This design comes from an exercise in tuning for small area, a short achievable clock period and few clock cycles per item on the open sky130 flow, not from production work.
The RTL was checked by simulation tests, not by an equivalence proof against the original design.
Power figures rest on the tool's default switching activity, not on a simulated workload. No driver is modelled on the clock port, so clocking that relies on it looks cheaper here than on a real chip.

## modbus_rx
module modbus_rx (
    input  wire       clk,
    input  wire       rst,         
    input  wire       in_valid,
    output wire       in_ready,
    input  wire [7:0] in_data,
    output wire       out_valid,
    input  wire       out_ready,
    output wire [7:0] out_data,
    output wire       out_last
);
Size: about 2200 flip-flops, ~23 I/O pins, about 50000 µm² of cells after synthesis.
export LEC_CHECK = 0
export ABC_AREA = 1
export CAP_MARGIN = 20
export CORE_MARGIN = 2
export CORE_UTILIZATION = 62
export PLACE_DENSITY = 0.78
export SLEW_MARGIN = 20
create_clock -name core_clock -period 10.0 [get_ports {clk}]
standard.sh (not shown) runs the stock make flow with config.mk's settings and CLKGATE_MAP_FILE= SYNTH_SCRIPT=/design/flow/synth_recipe.tcl, a recipe that flattens the netlist after the stock synthesis.
==> flow/flow/run.sh <==
#!/bin/bash
# Own layout flow: the standard ORFS flow (standard.sh), with
#  - clock tree synthesis with larger sink clusters and no dummy loads.
# The SDC, the clock period and every other setting are left as they are.
set -euo pipefail
export CTS_ARGS="-sink_clustering_enable -repair_clock_nets -sink_clustering_size 30 -sink_clustering_max_diameter 80 -dont_use_dummy_load"
bash standard.sh finish SETUP_SLACK_MARGIN=6.9 > standard.log 2>&1
The first run completed with no timing, DRC or antenna violations.
Testbench counts at the start, summed over its fixed seeds: cycles 26,792, frames 320.
Change:
--- a/flow/design.v
+++ b/flow/design.v
@@ -5,36 +5,36 @@
     output wire       in_ready,
     input  wire [7:0] in_data,
     output wire       out_valid,
     input  wire       out_ready,
     output wire [7:0] out_data,
     output wire       out_last
 );
     localparam integer L  = 261;       
     localparam integer DA = L - 4;     
     localparam integer TA = DA - 1;    
     localparam integer J  = 16;        
-    localparam integer Q  = 10;        
+    localparam integer Q  = 9;         
     localparam [1:0] T_OK  = 2'd0;
     localparam [1:0] T_FC  = 2'd1;
     localparam [1:0] T_CRC = 2'd2;
     localparam [8:0] LM1 = L - 1;
-    localparam [8:0] LM2 = L - 2;
+    localparam [8:0] LW_PRE = 9'd254;     
     reg  [8*L-1:0] ring;
     wire     [7:0] ring_in;
     always @(posedge clk)
         ring <= {ring[8*(L-1)-1:0], ring_in};
     localparam [2:0] P_F0 = 3'd0, P_F1 = 3'd1, P_BC = 3'd2, P_DT = 3'd3,
                      P_CL = 3'd4, P_CH = 3'd5;
     reg        in_rdy;
-    reg  [8:0] lw;                 
+    reg  [8:0] lw;
     reg        lw0;                
     reg        lwl;                
     reg  [2:0] ext;                
     reg  [2:0] pst;                
     reg  [7:0] dc;                 
     reg [15:0] crc;
     reg        lo_mm;              
     reg        fc_ok;
     reg  [8:0] le;                 
     reg        le3, le4;           
     reg        win;                
@@ -150,25 +150,25 @@
             q_full <= 1'b0;
             q_push <= 1'b0;
             est    <= E_H0;
             le     <= (9'd1 - DA[8:0]) + L[8:0];    
             le3    <= 1'b0;
             le4    <= 1'b0;
             win    <= 1'b1;
             v0     <= 1'b0;
         end else begin
             in_rdy <= lw0_n && ext0_n && !le4_n && q_room_n;
             q_push <= last_in;
-            lw  <= lw_keep ? 9'd0 : lwrap(lw);
+            lw  <= (lw_keep || lwl) ? 9'd0 : {lw[7:0], ~(lw[8] ^ lw[4])};
             lw0 <= lw0_n;
-            lwl <= !lw_keep && (lw == LM2);
+            lwl <= !lw_keep && (lw == LW_PRE);
             ext <= ext_set ? 3'd4 : ext_wr ? ext - 3'd1 : ext;
             if (q_push) q_wp <= q_wp_inc;
             if (q_pop)  q_rp <= q_rp_inc;
             case ({q_push, q_pop})
                 2'b10: begin q_ne <= 1'b1; q_full <= (q_wp_inc == q_rp); end
                 2'b01: begin q_ne <= (q_rp_inc != q_wp); q_full <= 1'b0; end
                 default: ;
             endcase
             if (acc) begin
                 case (pst)
                     P_F0: pst <= P_F1;
Power came out higher by 0.41%.
Clock skew is about the same.
Count of clock-buffer cells in the layout does not change.
Setup slack is better by 0.030 ns.
Wire length came out higher by 1.9%.
Testbench counts after the change, summed over its fixed seeds: cycles 26,792, frames 320.


modbus_rx, a different RTL version from the one above (not shown whole).
Size: about 3000 cells after synthesis, about 2200 flip-flops, ~50000 um^2 of cells after synthesis.
Settings: LEC_CHECK=0, CAP_MARGIN=20, CORE_MARGIN=2, CORE_UTILIZATION=40, SLEW_MARGIN=20; clock period 10.0 ns.
Scripts as last shown in full above: flow/flow/run.sh
Testbench counts at the start, summed over its fixed seeds: cycles 26,816, frames 320.
Then changed:
--- a/flow/design.v
+++ b/flow/design.v
@@ -8,16 +8,16 @@
     input  wire       out_ready,
     output wire [7:0] out_data,
     output wire       out_last
 );
     localparam integer L  = 261;       
     localparam integer DA = L - 1;     
     localparam integer TA = DA - 1;    
-    localparam integer J  = 8;         
-    localparam integer Q  = 12;        
+    localparam integer J  = 16;        
+    localparam integer Q  = 10;        
     localparam [1:0] T_OK  = 2'd0;
     localparam [1:0] T_FC  = 2'd1;
     localparam [1:0] T_CRC = 2'd2;
     localparam [8:0] LM1 = L - 1;
     localparam [8:0] LM2 = L - 2;
     reg  [8*L-1:0] ring;
     wire     [7:0] ring_in;
@@ -68,15 +68,15 @@
     reg  [7:0] ad;                 
     reg        b_emit, b_last, b_end, b_crcz, b_rhi;
     reg  [7:0] ta;
     integer k;
     always @* begin
         ta = ring[8*TA +: 8];
         for (k = 1; k < J; k = k + 1)
-            if (le[2:0] == k) ta = ring[8*((TA + k) % L) +: 8];
+            if (le[3:0] == k) ta = ring[8*((TA + k) % L) +: 8];
     end
     wire e_ok  = (etype == T_OK);
     wire e_crc = (etype == T_CRC);
     reg       e_emit, e_last;
     reg [7:0] e_byte;
     always @* begin
         e_emit = 1'b0; e_last = 1'b0; e_byte = 8'h00;
@@ -103,17 +103,18 @@
             bflags[3] = ok ? (odd ? (x == 9'd2) : (x == 9'd1)) : (x == 9'd1);   
             bflags[2] = (x == 9'd1);                                              
             bflags[1] = crc && (x <= 9'd5);                                       
             bflags[0] = crc && (x == 9'd4);                                       
         end
     endfunction
     wire [8:0] bc_ext = {1'b0, ad} + (e_crc ? 9'd4 : 9'd0);
-    wire [8:0] er_dec = er - 9'd1;
-    wire [4:0] bf_j3  = bflags(bc_ext, e_ok, e_crc, ad[0]);
-    wire [4:0] bf_bd  = bflags(er_dec, e_ok, e_crc, eodd);
+    wire       at_j3  = (est == E_J3);
+    wire [8:0] er_n   = at_j3 ? bc_ext : er - 9'd1;
+    wire       odd_n  = at_j3 ? ad[0] : eodd;
+    wire [4:0] bf_n   = bflags(er_n, e_ok, e_crc, odd_n);
     reg       v0, l0;
     reg [7:0] d0;
     assign out_valid = v0;
     assign out_data  = d0;
     assign out_last  = l0;
     wire blk   = b_crcz && (est == E_BD) && (ext != 3'd0) && !q_ne;
     wire e_can = win && !blk && ((est != E_H0) || q_ne);
@@ -203,22 +204,18 @@
             if (pst == P_CL) lo_mm <= (in_data != crc[7:0]);
         end
         q_type <= push_type;
         if (q_push) q_mem[q_wp] <= q_type;
         if (adv) begin
             if (!(est == E_BD && b_rhi)) ad <= ta;
             if (est == E_H0) etype <= q_head;
-            if (est == E_J3) begin
-                er   <= bc_ext;
-                eodd <= ad[0];
-                {b_emit, b_last, b_end, b_crcz, b_rhi} <= bf_j3;
-            end
-            if (est == E_BD) begin
-                er <= er_dec;
-                {b_emit, b_last, b_end, b_crcz, b_rhi} <= bf_bd;
+            if (at_j3 || est == E_BD) begin
+                er   <= er_n;
+                eodd <= odd_n;
+                {b_emit, b_last, b_end, b_crcz, b_rhi} <= bf_n;
             end
         end
         if (rst) begin
             d0 <= 8'h00;
             l0 <= 1'b0;
         end else if (load) begin
             d0 <= e_byte;
Synthesized area climbs by 1.3%.
Via count goes up by 7.6%.
Maximum frequency shrinks by 1.8%.
Cell count rises by 2.5%.
Routed wire length rises by 11%.
Register-to-register slack got worse by 0.10 ns.
Clock power shrinks by about 3%.
Clock skew decreases by 0.025 ns.
Sequential share of layout area goes down by 0.96 points.
Sequential power barely changes.
Final area grows by 0.89%.
Total power increases by 1.6%.
Global-route usage went up by 0.58 points.
Testbench counts after the change, summed over its fixed seeds: cycles 26,816, frames 320.


The RTL this note starts from:
==> flow/design.v <==
module modbus_rx (
    input  wire       clk,
    input  wire       rst,         
    input  wire       in_valid,
    output wire       in_ready,
    input  wire [7:0] in_data,
    output wire       out_valid,
    input  wire       out_ready,
    output wire [7:0] out_data,
    output wire       out_last
);
    localparam integer L  = 261;       
    localparam integer DA = L - 1;     
    localparam integer TA = DA - 1;    
    localparam integer J  = 16;        
    localparam integer Q  = 10;        
    localparam [1:0] T_OK  = 2'd0;
    localparam [1:0] T_FC  = 2'd1;
    localparam [1:0] T_CRC = 2'd2;
    localparam [8:0] LM1 = L - 1;
    localparam [8:0] LM2 = L - 2;
    reg  [8*L-1:0] ring;
    wire     [7:0] ring_in;
    always @(posedge clk)
        ring <= {ring[8*(L-1)-1:0], ring_in};
    localparam [2:0] P_F0 = 3'd0, P_F1 = 3'd1, P_BC = 3'd2, P_DT = 3'd3,
                     P_CL = 3'd4, P_CH = 3'd5;
    reg        in_rdy;
    reg  [8:0] lw;                 
    reg        lw0;                
    reg        lwl;                
    reg  [2:0] ext;                
    reg  [2:0] pst;                
    reg  [7:0] dc;                 
    reg [15:0] crc;
    reg        lo_mm;              
    reg        fc_ok;
    reg  [8:0] le;                 
    reg        le0, le1;           
    reg        win;                
    assign in_ready = in_rdy;
    wire acc    = in_valid & in_rdy;
    wire ext_wr = (ext != 3'd0) && lw0 && !le1;
    wire [7:0] ext_byte = ext[0] ? crc[7:0] : crc[15:8];    
    assign ring_in = acc ? in_data : ext_wr ? ext_byte : ring[8*L-1 -: 8];
    reg [15:0] crc_next;
    integer i;
    always @* begin
        crc_next = ((pst == P_F0) ? 16'hFFFF : crc) ^ {8'h00, in_data};
        for (i = 0; i < 8; i = i + 1)
            crc_next = crc_next[0] ? ((crc_next >> 1) ^ 16'hA001) : (crc_next >> 1);
    end
    wire last_in  = acc && (pst == P_CH);
    wire crc_bad  = lo_mm || (in_data != crc[15:8]);
    wire ext_set  = last_in && crc_bad;
    wire [1:0] push_type = crc_bad ? T_CRC : (fc_ok ? T_OK : T_FC);
    reg  [1:0] q_mem [0:Q-1];
    reg  [3:0] q_wp, q_rp;
    reg        q_ne;               
    reg        q_full;             
    wire [1:0] q_head = q_mem[q_rp];
    localparam [2:0] E_H0 = 3'd0, E_J0 = 3'd1, E_J1 = 3'd2, E_J2 = 3'd3,
                     E_J3 = 3'd4, E_BD = 3'd5;
    reg  [2:0] est;
    reg  [1:0] etype;
    reg  [8:0] er;                 
    reg        eodd;
    reg  [7:0] ad;                 
    reg        b_emit, b_last, b_end, b_crcz, b_rhi;
    reg  [7:0] ta;
    integer k;
    always @* begin
        ta = ring[8*TA +: 8];
        for (k = 1; k < J; k = k + 1)
            if (le[3:0] == k) ta = ring[8*((TA + k) % L) +: 8];
    end
    wire e_ok  = (etype == T_OK);
    wire e_crc = (etype == T_CRC);
    reg       e_emit, e_last;
    reg [7:0] e_byte;
    always @* begin
        e_emit = 1'b0; e_last = 1'b0; e_byte = 8'h00;
        case (est)
            E_H0: begin e_emit = 1'b1; e_byte = {7'd0, q_head != T_OK}; end
            E_J0: begin e_emit = 1'b1;
                        e_byte = e_ok ? ta : e_crc ? 8'h03 : 8'h04; end
            E_J1: begin e_emit = 1'b1;
                        e_byte = e_ok ? ta : e_crc ? 8'h04 : 8'h00;
                        e_last = !e_ok && !e_crc; end
            E_J2: begin e_emit = e_ok; end
            E_J3: begin e_emit = e_ok; e_byte = {1'b0, ad[7:1]};
                        e_last = (ad[7:1] == 7'd0); end
            default: begin
                e_emit = b_emit;
                e_byte = b_rhi ? ta : ad;
                e_last = b_last;
            end
        endcase
    end
    function [4:0] bflags(input [8:0] x, input ok, input crc, input odd);
        begin
            bflags[4] = ok ? (x > {8'd0, odd}) : crc ? (x <= 9'd4) : 1'b0;      
            bflags[3] = ok ? (odd ? (x == 9'd2) : (x == 9'd1)) : (x == 9'd1);   
            bflags[2] = (x == 9'd1);                                              
            bflags[1] = crc && (x <= 9'd5);                                       
            bflags[0] = crc && (x == 9'd4);                                       
        end
    endfunction
    wire [8:0] bc_ext = {1'b0, ad} + (e_crc ? 9'd4 : 9'd0);
    wire       at_j3  = (est == E_J3);
    wire [8:0] er_n   = at_j3 ? bc_ext : er - 9'd1;
    wire       odd_n  = at_j3 ? ad[0] : eodd;
    wire [4:0] bf_n   = bflags(er_n, e_ok, e_crc, odd_n);
    reg       v0, l0;
    reg [7:0] d0;
    assign out_valid = v0;
    assign out_data  = d0;
    assign out_last  = l0;
    wire blk   = b_crcz && (est == E_BD) && (ext != 3'd0) && !q_ne;
    wire e_can = win && !blk && ((est != E_H0) || q_ne);
    wire load  = !v0 || out_ready;
    wire adv   = e_can && (!e_emit || load);
    wire q_pop = adv && (est == E_H0);
    reg        q_push;             
    reg  [1:0] q_type;
    wire       wr      = acc || ext_wr;
    wire       lw_keep = lw0 && wr;
    wire       lw0_n   = lw_keep || lwl;
    wire       ext0_n  = !ext_set && ((ext == 3'd0) || (ext == 3'd1 && ext_wr));
    wire       le1_n   = adv ? le1 : le0;
    wire [8:0] le_inc  = lwrap(le);
    wire       pst_ch_n = acc ? (pst == P_CL) : (pst == P_CH);
    wire       q_room_n = !pst_ch_n || !q_full;
    wire [3:0] q_wp_inc = (q_wp == Q - 1) ? 4'd0 : q_wp + 4'd1;
    wire [3:0] q_rp_inc = (q_rp == Q - 1) ? 4'd0 : q_rp + 4'd1;
    function [8:0] lwrap(input [8:0] x);
        lwrap = (x == LM1) ? 9'd0 : x + 9'd1;
    endfunction
    always @(posedge clk) begin
        if (rst) begin
            in_rdy <= 1'b1;
            lw     <= 9'd0;
            lw0    <= 1'b1;
            lwl    <= 1'b0;
            ext    <= 3'd0;
            pst    <= P_F0;
            q_wp   <= 4'd0;
            q_rp   <= 4'd0;
            q_ne   <= 1'b0;
            q_full <= 1'b0;
            q_push <= 1'b0;
            est    <= E_H0;
            le     <= 9'd2;
            le0    <= 1'b0;
            le1    <= 1'b0;
            win    <= 1'b1;
            v0     <= 1'b0;
        end else begin
            in_rdy <= lw0_n && ext0_n && !le1_n && q_room_n;
            q_push <= last_in;
            lw  <= lw_keep ? 9'd0 : lwrap(lw);
            lw0 <= lw0_n;
            lwl <= !lw_keep && (lw == LM2);
            ext <= ext_set ? 3'd4 : ext_wr ? ext - 3'd1 : ext;
            if (q_push) q_wp <= q_wp_inc;
            if (q_pop)  q_rp <= q_rp_inc;
            case ({q_push, q_pop})
                2'b10: begin q_ne <= 1'b1; q_full <= (q_wp_inc == q_rp); end
                2'b01: begin q_ne <= (q_rp_inc != q_wp); q_full <= 1'b0; end
                default: ;
            endcase
            if (acc) begin
                case (pst)
                    P_F0: pst <= P_F1;
                    P_F1: pst <= P_BC;
                    P_BC: pst <= (in_data == 8'd0) ? P_CL : P_DT;
                    P_DT: if (dc == 8'd1) pst <= P_CL;
                    P_CL: pst <= P_CH;
                    default: pst <= P_F0;
                endcase
            end
            if (adv) begin
                case (est)
                    E_H0: est <= E_J0;
                    E_J0: est <= E_J1;
                    E_J1: est <= E_J2;
                    E_J2: est <= E_J3;
                    E_J3: est <= (bc_ext == 9'd0) ? E_H0 : E_BD;
                    default: if (b_end) est <= E_H0;
                endcase
            end else begin
                le  <= le_inc;
                le0 <= (le == LM1);
                le1 <= le0;
                win <= (le_inc < J);
            end
            if (load) v0 <= e_can && e_emit;
        end
        if (acc) begin
            if (pst != P_CL && pst != P_CH) crc <= crc_next;
            if (pst == P_F1) fc_ok <= (in_data == 8'h03) || (in_data == 8'h04);
            if (pst == P_BC) dc <= in_data;
            if (pst == P_DT) dc <= dc - 8'd1;
            if (pst == P_CL) lo_mm <= (in_data != crc[7:0]);
        end
        q_type <= push_type;
        if (q_push) q_mem[q_wp] <= q_type;
        if (adv) begin
            if (!(est == E_BD && b_rhi)) ad <= ta;
            if (est == E_H0) etype <= q_head;
            if (at_j3 || est == E_BD) begin
                er   <= er_n;
                eodd <= odd_n;
                {b_emit, b_last, b_end, b_crcz, b_rhi} <= bf_n;
            end
        end
        if (rst) begin
            d0 <= 8'h00;
            l0 <= 1'b0;
        end else if (load) begin
            d0 <= e_byte;
            l0 <= e_last;
        end
    end
endmodule
Settings: LEC_CHECK=0, ABC_AREA=1, CAP_MARGIN=20, CORE_MARGIN=2, CORE_UTILIZATION=40, SLEW_MARGIN=20; clock period 10.0 ns.
Scripts as last shown in full above: flow/flow/run.sh
Testbench counts at the start, summed over its fixed seeds: cycles 26,816, frames 320.
Next try:
--- a/flow/design.v
+++ b/flow/design.v
@@ -9,9 +9,9 @@
     output wire [7:0] out_data,
     output wire       out_last
 );
     localparam integer L  = 261;       
-    localparam integer DA = L - 1;     
+    localparam integer DA = L - 4;     
     localparam integer TA = DA - 1;    
     localparam integer J  = 16;        
     localparam integer Q  = 10;        
     localparam [1:0] T_OK  = 2'd0;
@@ -35,13 +35,13 @@
     reg [15:0] crc;
     reg        lo_mm;              
     reg        fc_ok;
     reg  [8:0] le;                 
-    reg        le0, le1;           
+    reg        le3, le4;           
     reg        win;                
     assign in_ready = in_rdy;
     wire acc    = in_valid & in_rdy;
-    wire ext_wr = (ext != 3'd0) && lw0 && !le1;
+    wire ext_wr = (ext != 3'd0) && lw0 && !le4;
     wire [7:0] ext_byte = ext[0] ? crc[7:0] : crc[15:8];    
     assign ring_in = acc ? in_data : ext_wr ? ext_byte : ring[8*L-1 -: 8];
     reg [15:0] crc_next;
     integer i;
@@ -126,9 +126,9 @@
     wire       wr      = acc || ext_wr;
     wire       lw_keep = lw0 && wr;
     wire       lw0_n   = lw_keep || lwl;
     wire       ext0_n  = !ext_set && ((ext == 3'd0) || (ext == 3'd1 && ext_wr));
-    wire       le1_n   = adv ? le1 : le0;
+    wire       le4_n   = adv ? le4 : le3;
     wire [8:0] le_inc  = lwrap(le);
     wire       pst_ch_n = acc ? (pst == P_CL) : (pst == P_CH);
     wire       q_room_n = !pst_ch_n || !q_full;
     wire [3:0] q_wp_inc = (q_wp == Q - 1) ? 4'd0 : q_wp + 4'd1;
@@ -149,15 +149,15 @@
             q_ne   <= 1'b0;
             q_full <= 1'b0;
             q_push <= 1'b0;
             est    <= E_H0;
-            le     <= 9'd2;
-            le0    <= 1'b0;
-            le1    <= 1'b0;
+            le     <= (9'd1 - DA[8:0]) + L[8:0];    
+            le3    <= 1'b0;
+            le4    <= 1'b0;
             win    <= 1'b1;
             v0     <= 1'b0;
         end else begin
-            in_rdy <= lw0_n && ext0_n && !le1_n && q_room_n;
+            in_rdy <= lw0_n && ext0_n && !le4_n && q_room_n;
             q_push <= last_in;
             lw  <= lw_keep ? 9'd0 : lwrap(lw);
             lw0 <= lw0_n;
             lwl <= !lw_keep && (lw == LM2);
@@ -189,10 +189,10 @@
                     default: if (b_end) est <= E_H0;
                 endcase
             end else begin
                 le  <= le_inc;
-                le0 <= (le == LM1);
-                le1 <= le0;
+                le3 <= (le == 9'd2);
+                le4 <= le3;
                 win <= (le_inc < J);
             end
             if (load) v0 <= e_can && e_emit;
         end
The new run produced a clean layout.
Via count barely changes.
Design area barely changes.
Global-route usage stays flat.
Synthesized area hardly moves.
Register-to-register slack got worse by 0.02 ns.
Clock power shrinks by about 2%.
Clock skew grows by 0.013 ns.
Worst setup slack improved by 0.015 ns.
Power shrinks by 0.41%.
Synthesized cell count shrinks by about 1.1%.
Clock-buffer cell count shrinks by 2.
Die area stays flat.
Hold slack is about the same.
Testbench counts after the change, summed over its fixed seeds: cycles 26,792, frames 320.

what the ideal ports hide:
In the flow no input, the clock included, has a driving cell. The finished layouts below were timed again as built, in two steps. Step 1: set_driving_cell puts a clkbuf_16 on clk and a buf_2 on each other input, an assumption about the parent block. Step 2 times the ports against the registers' clock, not the clock port: input delays grow and output delays shrink by t, the midpoint of the rising clock arrivals with the driver on. a / b / c = ideal ports / drivers / drivers and shift; a / b = the first two.
| run | shift t [ns] | setup WS [ns] | hold slack, ns | worst register clock-pin slew, ns | worst data-port slew with drivers (ns) |
|---|---|---|---|---|---|
| the first run of note 1 | 0.705 | 6.879 / 6.812 / 6.290 | 0.281 / 0.281 / 0.281 | 0.11 / 0.11 | 0.04 |
| the second run of note 1 | 0.677 | 6.909 / 6.843 / 6.312 | 0.304 / 0.304 / 0.304 | 0.11 / 0.11 | 0.04 |
| the first run of note 2 | 0.697 | 6.840 / 6.777 / 6.186 | 0.272 / 0.272 / 0.272 | 0.11 / 0.11 | 0.20 |
| the second run of note 2 | 0.728 | 6.781 / 6.711 / 6.250 | 0.280 / 0.280 / 0.280 | 0.12 / 0.12 | 0.07 |
| the first run of note 3 | 0.707 | 6.805 / 6.739 / 6.186 | 0.252 / 0.252 / 0.252 | 0.11 / 0.11 | 0.09 |
| the second run of note 3 | 0.698 | 6.820 / 6.756 / 6.195 | 0.255 / 0.255 / 0.255 | 0.11 / 0.11 | 0.16 |
After both steps setup and hold are still met in every run listed. The setup slack of the first run of note 2, which loses most, moves by -0.063 ns with the drivers and by -0.654 ns with both steps.
